This is an optimization exercise on Yosys and OpenROAD, whose aim is small area, a short achievable clock period and few clock cycles, not a production implementation.
Only simulation tests tie the RTL to the original design; equivalence was not proved.

==> flow/config.mk <==
export PLATFORM = sky130hd
export DESIGN_NAME = aes_ctr_engine
export DESIGN_NICKNAME = aes_ctr_engine
export VERILOG_FILES = /design/flow/design.v
export SDC_FILE = /design/flow/constraint.sdc
export NUM_CORES = 4
export LEC_CHECK = 0
export ABC_AREA = 1
export CAP_MARGIN = 20
export CELL_PAD_IN_SITES_DETAIL_PLACEMENT = 0
export CELL_PAD_IN_SITES_GLOBAL_PLACEMENT = 1
export CORE_MARGIN = 2
export CORE_UTILIZATION = 55
export CTS_CLUSTER_DIAMETER = 100
export CTS_CLUSTER_SIZE = 20
export PLACE_DENSITY = 0.7
export SLEW_MARGIN = 20
==> flow/constraint.sdc <==
create_clock -name core_clock -period 10.0 [get_ports {clk}]
set_input_delay 2.0000 -clock core_clock [delete_from_list [all_inputs] [get_ports {clk}]]
set_output_delay 2.0000 -clock core_clock [all_outputs]
set_load 0.01 [all_outputs]
==> flow/design.v <==
module aes_sbox_nl (
    input  wire [7:0]  a,
    output wire [17:0] m      
);
    wire U0 = a[7], U1 = a[6], U2 = a[5], U3 = a[4], U4 = a[3], U5 = a[2], U6 = a[1], U7 = a[0];
    wire T1, T2, T3, T4, T5, T6, T7, T8, T9, T10, T11, T12, T13, T14, T15, T16, T17, T18, T19, T20, T21, T22, T23, T24, T25, T26, T27, M1, M2, M3, M4, M5, M6, M7, M8, M9, M10, M11, M12, M13, M14, M15, M16, M17, M18, M19, M20, M21, M22, M23, M24, M25, M26, M27, M28, M29, M30, M31, M32, M33, M34, M35, M36, M37, M38, M39, M40, M41, M42, M43, M44, M45, M46, M47, M48, M49, M50, M51, M52, M53, M54, M55, M56, M57, M58, M59, M60, M61, M62, M63;
    assign T1 = U0 ^ U3;
    assign T2 = U0 ^ U5;
    assign T3 = U0 ^ U6;
    assign T4 = U3 ^ U5;
    assign T5 = U4 ^ U6;
    assign T6 = T1 ^ T5;
    assign T7 = U1 ^ U2;
    assign T8 = U7 ^ T6;
    assign T9 = U7 ^ T7;
    assign T10 = T6 ^ T7;
    assign T11 = U1 ^ U5;
    assign T12 = U2 ^ U5;
    assign T13 = T3 ^ T4;
    assign T14 = T6 ^ T11;
    assign T15 = T5 ^ T11;
    assign T16 = T5 ^ T12;
    assign T17 = T9 ^ T16;
    assign T18 = U3 ^ U7;
    assign T19 = T7 ^ T18;
    assign T20 = T1 ^ T19;
    assign T21 = U6 ^ U7;
    assign T22 = T7 ^ T21;
    assign T23 = T2 ^ T22;
    assign T24 = T2 ^ T10;
    assign T25 = T20 ^ T17;
    assign T26 = T3 ^ T16;
    assign T27 = T1 ^ T12;
    assign M1 = T13 & T6;
    assign M2 = T23 & T8;
    assign M3 = T14 ^ M1;
    assign M4 = T19 & U7;
    assign M5 = M4 ^ M1;
    assign M6 = T3 & T16;
    assign M7 = T22 & T9;
    assign M8 = T26 ^ M6;
    assign M9 = T20 & T17;
    assign M10 = M9 ^ M6;
    assign M11 = T1 & T15;
    assign M12 = T4 & T27;
    assign M13 = M12 ^ M11;
    assign M14 = T2 & T10;
    assign M15 = M14 ^ M11;
    assign M16 = M3 ^ M2;
    assign M17 = M5 ^ T24;
    assign M18 = M8 ^ M7;
    assign M19 = M10 ^ M15;
    assign M20 = M16 ^ M13;
    assign M21 = M17 ^ M15;
    assign M22 = M18 ^ M13;
    assign M23 = M19 ^ T25;
    assign M24 = M22 ^ M23;
    assign M25 = M22 & M20;
    assign M26 = M21 ^ M25;
    assign M27 = M20 ^ M21;
    assign M28 = M23 ^ M25;
    assign M29 = M28 & M27;
    assign M30 = M26 & M24;
    assign M31 = M20 & M23;
    assign M32 = M27 & M31;
    assign M33 = M27 ^ M25;
    assign M34 = M21 & M22;
    assign M35 = M24 & M34;
    assign M36 = M24 ^ M25;
    assign M37 = M21 ^ M29;
    assign M38 = M32 ^ M33;
    assign M39 = M23 ^ M30;
    assign M40 = M35 ^ M36;
    assign M41 = M38 ^ M40;
    assign M42 = M37 ^ M39;
    assign M43 = M37 ^ M38;
    assign M44 = M39 ^ M40;
    assign M45 = M42 ^ M41;
    assign M46 = M44 & T6;
    assign M47 = M40 & T8;
    assign M48 = M39 & U7;
    assign M49 = M43 & T16;
    assign M50 = M38 & T9;
    assign M51 = M37 & T17;
    assign M52 = M42 & T15;
    assign M53 = M45 & T27;
    assign M54 = M41 & T10;
    assign M55 = M44 & T13;
    assign M56 = M40 & T23;
    assign M57 = M39 & T19;
    assign M58 = M43 & T3;
    assign M59 = M38 & T22;
    assign M60 = M37 & T20;
    assign M61 = M42 & T1;
    assign M62 = M45 & T4;
    assign M63 = M41 & T2;
    assign m = {M46, M47, M48, M49, M50, M51, M52, M53, M54, M55, M56, M57, M58, M59, M60, M61, M62, M63};
endmodule
module aes_sbox_out (
    input  wire [17:0] m,     
    output wire [7:0]  y
);
    wire M46, M47, M48, M49, M50, M51, M52, M53, M54, M55, M56, M57, M58, M59, M60, M61, M62, M63;
    assign {M46, M47, M48, M49, M50, M51, M52, M53, M54, M55, M56, M57, M58, M59, M60, M61, M62, M63} = m;
    wire L0, L1, L2, L3, L4, L5, L6, L7, L8, L9, L10, L11, L12, L13, L14, L15, L16, L17, L18, L19, L20, L21, L22, L23, L24, L25, L26, L27, L28, L29, S0, S1, S2, S3, S4, S5, S6, S7;
    assign L0 = M61 ^ M62;
    assign L1 = M50 ^ M56;
    assign L2 = M46 ^ M48;
    assign L3 = M47 ^ M55;
    assign L4 = M54 ^ M58;
    assign L5 = M49 ^ M61;
    assign L6 = M62 ^ L5;
    assign L7 = M46 ^ L3;
    assign L8 = M51 ^ M59;
    assign L9 = M52 ^ M53;
    assign L10 = M53 ^ L4;
    assign L11 = M60 ^ L2;
    assign L12 = M48 ^ M51;
    assign L13 = M50 ^ L0;
    assign L14 = M52 ^ M61;
    assign L15 = M55 ^ L1;
    assign L16 = M56 ^ L0;
    assign L17 = M57 ^ L1;
    assign L18 = M58 ^ L8;
    assign L19 = M63 ^ L4;
    assign L20 = L0 ^ L1;
    assign L21 = L1 ^ L7;
    assign L22 = L3 ^ L12;
    assign L23 = L18 ^ L2;
    assign L24 = L15 ^ L9;
    assign L25 = L6 ^ L10;
    assign L26 = L7 ^ L9;
    assign L27 = L8 ^ L10;
    assign L28 = L11 ^ L14;
    assign L29 = L11 ^ L17;
    assign S0 = L6 ^ L24;
    assign S1 = ~(L16 ^ L26);
    assign S2 = ~(L19 ^ L28);
    assign S3 = L6 ^ L21;
    assign S4 = L20 ^ L22;
    assign S5 = L25 ^ L29;
    assign S6 = ~(L13 ^ L27);
    assign S7 = ~(L6 ^ L23);
    assign y = {S0, S1, S2, S3, S4, S5, S6, S7};
endmodule
module aes_sbox (
    input  wire [7:0] a,
    output wire [7:0] y
);
    wire [17:0] m;
    aes_sbox_nl  u_nl (.a(a), .m(m));
    aes_sbox_out u_out(.m(m), .y(y));
endmodule
module aes_sub_shift (
    input  wire [127:0] state_in,
    output wire [287:0] state_out
);
    wire [287:0] sub;
    genvar i;
    generate
        for (i = 0; i < 16; i = i + 1) begin : g_sub
            aes_sbox_nl u_sbox (
                .a(state_in[127-8*i -: 8]),
                .m(sub[287-18*i -: 18])
            );
        end
        for (i = 0; i < 16; i = i + 1) begin : g_shift
            assign state_out[287-18*i -: 18] =
                sub[287-18*((i % 4) + 4*(((i / 4) + (i % 4)) % 4)) -: 18];
        end
    endgenerate
endmodule
module aes_sub_out (
    input  wire [287:0] state_in,
    output wire [127:0] state_out
);
    genvar i;
    generate
        for (i = 0; i < 16; i = i + 1) begin : g_out
            aes_sbox_out u_out (
                .m(state_in[287-18*i -: 18]),
                .y(state_out[127-8*i -: 8])
            );
        end
    endgenerate
endmodule
module aes_mix (
    input  wire [127:0] state_in,
    output wire [127:0] state_out
);
    genvar c;
    generate
        for (c = 0; c < 4; c = c + 1) begin : g_mix
            aes_mixcolumn u_mix (
                .col_in(state_in[127-32*c -: 32]),
                .col_out(state_out[127-32*c -: 32])
            );
        end
    endgenerate
endmodule
module aes_mixcolumn (
    input  wire [31:0] col_in,
    output wire [31:0] col_out
);
    wire [7:0] a0 = col_in[31:24];
    wire [7:0] a1 = col_in[23:16];
    wire [7:0] a2 = col_in[15:8];
    wire [7:0] a3 = col_in[7:0];
    wire [7:0] d0 = {a0[6:0], 1'b0} ^ (a0[7] ? 8'h1b : 8'h00);
    wire [7:0] d1 = {a1[6:0], 1'b0} ^ (a1[7] ? 8'h1b : 8'h00);
    wire [7:0] d2 = {a2[6:0], 1'b0} ^ (a2[7] ? 8'h1b : 8'h00);
    wire [7:0] d3 = {a3[6:0], 1'b0} ^ (a3[7] ? 8'h1b : 8'h00);
    assign col_out[31:24] = d0 ^ (d1 ^ a1) ^ a2 ^ a3;
    assign col_out[23:16] = a0 ^ d1 ^ (d2 ^ a2) ^ a3;
    assign col_out[15:8]  = a0 ^ a1 ^ d2 ^ (d3 ^ a3);
    assign col_out[7:0]   = (d0 ^ a0) ^ a1 ^ a2 ^ d3;
endmodule
module aes_key_subword (
    input  wire [31:0]  w3,
    output wire [71:0]  sub
);
    wire [31:0] rot = {w3[23:0], w3[31:24]};
    genvar i;
    generate
        for (i = 0; i < 4; i = i + 1) begin : g_sub
            aes_sbox_nl u_sbox (
                .a(rot[31-8*i -: 8]),
                .m(sub[71-18*i -: 18])
            );
        end
    endgenerate
endmodule
module aes_key_subword_out (
    input  wire [71:0]  m,
    output wire [31:0]  sub
);
    genvar i;
    generate
        for (i = 0; i < 4; i = i + 1) begin : g_out
            aes_sbox_out u_out (
                .m(m[71-18*i -: 18]),
                .y(sub[31-8*i -: 8])
            );
        end
    endgenerate
endmodule
module aes_key_step (
    input  wire [127:0] key_in,
    input  wire [31:0]  sub,       
    input  wire [7:0]   rcon,
    output wire [127:0] key_out
);
    wire [31:0] w0 = key_in[127:96];
    wire [31:0] w1 = key_in[95:64];
    wire [31:0] w2 = key_in[63:32];
    wire [31:0] w3 = key_in[31:0];
    wire [31:0] n0 = w0 ^ sub ^ {rcon, 24'h0};
    wire [31:0] n1 = w1 ^ n0;
    wire [31:0] n2 = w2 ^ n1;
    wire [31:0] n3 = w3 ^ n2;
    assign key_out = {n0, n1, n2, n3};
endmodule
module aes_ctr_engine (
    input  wire         clk,
    input  wire         rst,         
    input  wire         key_load,
    input  wire [127:0] key_in,
    input  wire         iv_load,
    input  wire [127:0] iv_in,
    input  wire         in_valid,
    output reg          in_ready,
    input  wire [127:0] in_data,
    output reg          out_valid,
    output reg  [127:0] out_data
);
    reg [127:0] key_reg;      
    reg [127:0] ctr_reg;      
    reg [287:0] r1;           
    reg [127:0] r2;           
    reg [287:0] r3;           
    reg [127:0] r4;           
    reg [127:0] rka;          
    reg [127:0] rkb;          
    reg [31:0]  kw3;          
    reg [71:0]  ksw;          
    reg [4:0]   u;
    reg [3:0]   live;         
    reg         miss;         
    reg [2:0]   back;         
    wire fin     = (u < 5'd4);                  
    wire accept  = in_valid && in_ready;
    wire load    = key_load || iv_load;
    wire rewind  = load || miss;
    wire hold    = rewind || (back != 3'd0);    
    wire [2:0] nspec = {2'd0, live[0]} + {2'd0, live[1]} + {2'd0, live[2]} +
                       {2'd0, live[3]} + {2'd0, miss};
    reg [4:0] u_n;
    reg [3:0] live_n;
    always @(*) begin
        if (rst || hold) begin
            u_n    = 5'd0;
            live_n = 4'd0;
        end else begin
            u_n    = (u == 5'd19) ? 5'd0 : u + 5'd1;
            live_n = live;
            if (fin)
                live_n[u[1:0]] = 1'b1;
        end
    end
    wire [287:0] a1_out, a2_out;
    wire [127:0] sub1, sub2, mix1, mix2;
    aes_sub_shift u_a1 (.state_in(r4), .state_out(a1_out));
    aes_sub_out   u_b1s(.state_in(r1), .state_out(sub1));
    aes_mix       u_b1m(.state_in(sub1), .state_out(mix1));
    aes_sub_shift u_a2 (.state_in(r2), .state_out(a2_out));
    aes_sub_out   u_b2s(.state_in(r3), .state_out(sub2));
    aes_mix       u_b2m(.state_in(sub2), .state_out(mix2));
    wire         to_a    = (u[1:0] == 2'd1);
    wire [127:0] ks_src  = (u == 5'd1) ? key_reg : (to_a ? rkb : rka);
    wire [71:0]  sw_next;
    wire [31:0]  sw;
    wire [127:0] rk_next;
    reg [7:0] rcon;
    always @(*) begin
        case (u)
            5'd3:    rcon = 8'h02;
            5'd5:    rcon = 8'h04;
            5'd7:    rcon = 8'h08;
            5'd9:    rcon = 8'h10;
            5'd11:   rcon = 8'h20;
            5'd13:   rcon = 8'h40;
            5'd15:   rcon = 8'h80;
            5'd17:   rcon = 8'h1b;
            5'd19:   rcon = 8'h36;
            default: rcon = 8'h01;
        endcase
    end
    aes_key_subword u_key_sub (
        .w3 (kw3),
        .sub(sw_next)
    );
    aes_key_subword_out u_key_sub_out (
        .m  (ksw),
        .sub(sw)
    );
    aes_key_step u_key_step (
        .key_in (ks_src),
        .sub    (sw),
        .rcon   (rcon),
        .key_out(rk_next)
    );
    wire kw_key = rst || iv_load || miss || (back != 3'd0) || (u == 5'd19);
    wire         down = (back != 3'd0);
    wire [127:0] ctr_step;
    aes_ctr_step u_ctr_step (
        .ctr (ctr_reg),
        .down(down),
        .out (ctr_step)
    );
    always @(posedge clk) begin
        r1       <= a1_out;
        r2       <= mix1 ^ rka;
        r3       <= a2_out;
        r4       <= fin ? (ctr_reg ^ key_reg) : (mix2 ^ rkb);
        out_data <= sub2 ^ rkb ^ in_data;      
        ksw      <= sw_next;
        if (u[1:0] == 2'd1)
            rka <= rk_next;
        if (u[1:0] == 2'd3)
            rkb <= rk_next;
        if (key_load)
            kw3 <= key_in[31:0];
        else if (kw_key)
            kw3 <= key_reg[31:0];
        else if (u[0])
            kw3 <= rk_next[31:0];
        if (key_load)
            key_reg <= key_in;
        if (iv_load)
            ctr_reg <= iv_in;
        else if (down || (fin && !key_load && !miss))
            ctr_reg <= ctr_step;
    end
    always @(posedge clk) begin
        u    <= u_n;
        live <= live_n;
        if (rst || iv_load)
            back <= 3'd0;
        else if (down)
            back <= back - 3'd1;
        else if (rewind)
            back <= nspec;
        if (rst) begin
            miss      <= 1'b0;
            out_valid <= 1'b0;
            in_ready  <= 1'b0;
        end else begin
            miss      <= in_ready && !in_valid && !load;
            out_valid <= accept;
            in_ready  <= !(in_ready && !in_valid) &&
                         (u_n < 5'd4) && live_n[u_n[1:0]];
        end
    end
endmodule
module aes_ctr_step (
    input  wire [127:0] ctr,
    input  wire         down,
    output wire [127:0] out
);
    wire [127:0] t = down ? ~ctr : ctr;    
    wire [15:0] g;
    wire [15:0] cin;
    genvar b, i;
    generate
        for (b = 0; b < 16; b = b + 1) begin : g_grp
            assign g[b] = &t[8*b+7 : 8*b];
        end
        assign cin[0] = 1'b1;
        for (b = 1; b < 16; b = b + 1) begin : g_cin
            assign cin[b] = &g[b-1:0];
        end
        for (b = 0; b < 16; b = b + 1) begin : g_bit
            for (i = 0; i < 8; i = i + 1) begin : g_i
                if (i == 0) begin : g_first
                    assign out[8*b] = ctr[8*b] ^ cin[b];
                end else begin : g_rest
                    assign out[8*b+i] = ctr[8*b+i] ^ (cin[b] & (&t[8*b+i-1 : 8*b]));
                end
            end
        end
    endgenerate
endmodule
==> flow/flow/run.sh <==
#!/bin/bash
set -euo pipefail
bash standard.sh SETUP_SLACK_MARGIN=6.6 \
  "BUFFER_PORTS_ARGS=-buffer_cell sky130_fd_sc_hd__buf_1" \
  finish > standard_flow.log 2>&1
==> flow/standard.sh <==
#!/bin/bash
# synth_recipe.tcl (not shown) runs the flow's synth.tcl, then flattens the netlist and writes it again
# the make line also repeats each setting of config.mk as NAME=value (left out here)
make -C /OpenROAD-flow-scripts/flow DESIGN_CONFIG=/design/flow/config.mk WORK_HOME=/design/flow/orfs CLKGATE_MAP_FILE= SYNTH_SCRIPT=/design/flow/synth_recipe.tcl "${@:-finish}"
==> results by group <==
Global routing
  • Total gr overflow: 0
  • M2 GR Usage: around three fifths
  • Total GRT Usage: 41.3%
  • GRT met1 Usage: around 55%
  • GR Layer Usage met3: approximately a tenth
  • GRT busiest layer: met2
  • Largest net degree at the start of global routing: 153
  • Initial antenna violation count: 81
  • Vias in the first global route: 96816
  • First-pass GRT wire length: 654000 µm

Placed design
  • Placed cells: 20190
  • DP Area: 122000 µm²
  • Final RePlAce weighted congestion: 1.05
  • Pre-CTS WS: 4.70 ns
  • Buffers on Ports: 518
  • Final HPWL DP: between 300000 and 400000 µm

Floorplan
  • Die Span Y: 466 µm
  • Die W: 466 µm
  • Die area: 217000 µm²
  • Starting density of the core: 55.3%
  • Num ports: ~520
  • FP Rows: approximately 170
  • Core box area: 212000 µm²

Yosys
  • Post-synthesis register bit count: 1599
  • Mapped Cells: 17056
  • Ys flop type: dfxtp_1
  • Combinational family with the most area after synthesis: simple AND/OR/NAND/NOR gates
  • Synth Area in XOR/XNOR: 24.6%
  • Synth Area in Compound Gates: 3.13%
  • Syn Nets: 17527
  • Post-synthesis simple-gate area fraction: ~32%
  • Synthesized area: 117000 µm²
  • Mux cell area share after synthesis: 0.0288%
  • Largest cells by area after synthesis: nand2_1 20%, dfxtp_1 18%, xor2_1 14%, edfxtp_1 14%, xnor2_1 9.2%
  • Mean cell area of the mapped netlist: just under 7 µm²
  • EDFF count, synth: 544
  • Adder-cell share of the synthesized area: 0.889%
  • Yosys top cell by area: nand2_1
  • Synth warn: 1
  • Ys async rst share: 0%
  • Synth top area share: 20.4%
  • Sequential element share of the synthesized area: 32.0%
  • Yosys cell types: 66

Setup path
  • Setup CP Type: reg -> reg
  • Crit path DAT: 4.19 ns
  • R2R depth: 8
  • Setup crit start: r1[74]
  • R2R Setup Slk: ~6.4 ns
  • Critical Path Source Type: flop
  • WP data required: 10.57 ns
  • Worst r2r dst: r2[45]
  • CP Max Fanout: 4
  • Worst setup endpoint: r2[45]
  • Critical Path Sink Type: flop
  • Worst flop-to-flop path startpoint: r1[74]

Clock network
  • # clock sinks: between 1500 and 2000
  • Clk root buf: clkbuf_16
  • Worst skew pair latency: 0.81 ns
  • Cts bufs inserted: 95
  • H-tree levels: 3
  • CTS tree: done
  • Clk buf depth: 3
  • Post-CTS Hold Buffers: 0
  • CTS clk-pin slew, worst paths: 0.09 ns

Finish
  • Register area: between 30000 and 40000 µm²
  • Area of the multi-input gates: 73400 µm²
  • Cell area after layout: 129000 µm²
  • Share of cells above drive strength 1: under 10%
  • Filler Cells Inserted: 20266
  • Final core occ: about three fifths
  • Final non-filler cell total: between 20000 and 25000
  • Synthesis-to-layout area growth: 9.97%
  • # nets final: approximately 18000
  • Top flop regs: r1 (288), r3 (288)

Worst hold path
  • WHS Path Cells: 2
  • Worst Hold Class: reg -> reg

Timing
  • Post-route minimum period: 3.62 ns
  • Final slew viol count: 0
  • Final Hold Vio Count: 0
  • RSZ-0062 raised after global routing: true
  • Worst Skew: 0.0394 ns
  • Slew margin rel.: 16.2%
  • Peak Freq: between 200 and 300 MHz
  • Least-Margin Pin Slew: 1.25 ns
  • TNS Setup: 0 ns
  • Final setup margin: 6.38 ns
  • # setup viols final: 0
  • Fin crit share: 36.2%

Drt
  • Drt wl/cell: 22.7 µm
  • Drt first-iter violations: roughly 13000
  • Via Count: about 110k
  • Vias/cell: between 5 and 6
  • First-pass iteration count of the detailed router: 7
  • # DRC: 0
  • Final wirelength: between 400000 and 500000 µm
  • Final ANT Viol Nets: 0

Outcome
  • Status: finished clean

Run
  • Max cap viols: 0
==> cell usage after synthesis (34+ instances only) <==
| library cell | number |
|---|---|
| a21oi_1 | 87 |
| buf_2 | 95 |
| clkbuf_1 | 103 |
| dfxtp_1 | 1055 |
| edfxtp_1 | 544 |
| ha_1 | 80 |
| inv_1 | 1899 |
| nand2_1 | 6359 |
| nand2_2 | 45 |
| nand3_1 | 1260 |
| nand3b_1 | 56 |
| nand4_1 | 78 |
| nor2_1 | 1352 |
| o211ai_1 | 70 |
| o21ai_0 | 366 |
| o21ai_1 | 34 |
| or2_2 | 78 |
| xnor2_1 | 1237 |
| xor2_1 | 1902 |
| xor2_2 | 37 |
==> layout by cell type, fill, tap and decap left out, types with 112 or more instances in the layout <==
cell / n
xor2_2: 112
buf_1: 514
o21ai_0: 360
nand3_1: 1257
nand2_2: 161
inv_1: 1853
nand2_1: 6234
xnor2_2: 119
edfxtp_1: 544
buf_4: 161
nor2_1: 1332
xor2_1: 1818
dfxtp_2: 130
xnor2_1: 1134
dfxtp_1: 887
==> stage by stage <==
step	hold slack, ns
2_1_floorplan	0.444
3_3_place_gp	0.507
3_5_place_dp	0.508
4_1_cts	0.524
5_1_grt	0.537
6_report	0.535
==> critical path, cell delays in order (launching register included) <==
cell and delay [ns]:
dfxtp_1 0.40, inv_1 0.06, nand2_1 0.05, nand2_1 0.16, xnor2_2 0.31, xor2_1 0.34
xor2_1 0.62, xnor2_1 0.37, xor2_1 1.07
==> metal layers <==
metal / vias to the layer above / share of wire (%)
met5: - / 0.069
met4: 50 / 7.9
met3: 1087 / 12
met2: 5437 / 41
met1: 50453 / 40
li1: 53303 / -
==> cells by family (layout without fill, tap and decap cells) <==
kind of cell	Yosys count	count (layout)
flops	1599	1599
compound gates	655	655
simple gates	9308	9313
fa+ha+maj	82	82
buf+inv	2197	2802
other cells	0	29
xor+xnor	3212	3212
mux	3	3
==> worst min path at each step <==
stage | from | to | slack, ns
6_report | live[1] | live[1] | 0.54
5_1_grt | in_ready | out_valid | 0.54
4_1_cts | in_ready | out_valid | 0.52
3_5_place_dp | back[1] | back[1] | 0.51
3_3_place_gp | back[1] | back[1] | 0.51
2_1_floorplan | rka[12] | r2[12] | 0.44
==> layout make-up <==
| cell class | instances | share of cell area (%) |
|---|---|---|
| diodes | 29 | 0.0563 |
| well taps | 2821 | 2.74 |
| clock buffers | 147 | 2.10 |
| repair buffers | 713 | 2.99 |
| repair inverters | 1 | 0.00583 |
| flip-flops and latches | 1599 | 29.3 |
| clock inverters | 20 | 0.164 |
| multi-input cells | 13265 | 57.0 |
| inverters | 1921 | 5.65 |
==> repair_timing <==
action                                  4_1_cts  5_1_grt
endpoints found under the setup margin      477      559
setup buffers                                30       85
pin swaps                                    11       39
cloned                                        9        6
resized for setup                           119      571
hold endpoints to repair                      0        0
Testbench counts, summed over its fixed seeds: cycles 2,917.

==> what the ideal ports hide <==
How much do the figures lean on ideal ports? The routed layout below was timed once more, with nothing changed but the port constraints. Step 1 sets driving cells, clkbuf_16 on the clock port and buf_2 on the other inputs (assumed; they add their load-dependent delay and slew). Step 2 moves the port delays by t, midway between the first and last clock arrival at a register: inputs arrive t later, outputs are due t later. That takes back most of the time a late clock gives input paths. Three values: ideal, step 1, step 2; two values: the first two.
shift t [ns]: 0.901
setup slack, ns: 6.379 / 6.379 / 5.789
worst slew at a driven data input, ns: 0.15
pins driven straight from the clock port: 1
After both steps this run still meets setup and hold. The setup slack of this run moves by 0.000 ns with the drivers and by -0.590 ns with both steps.
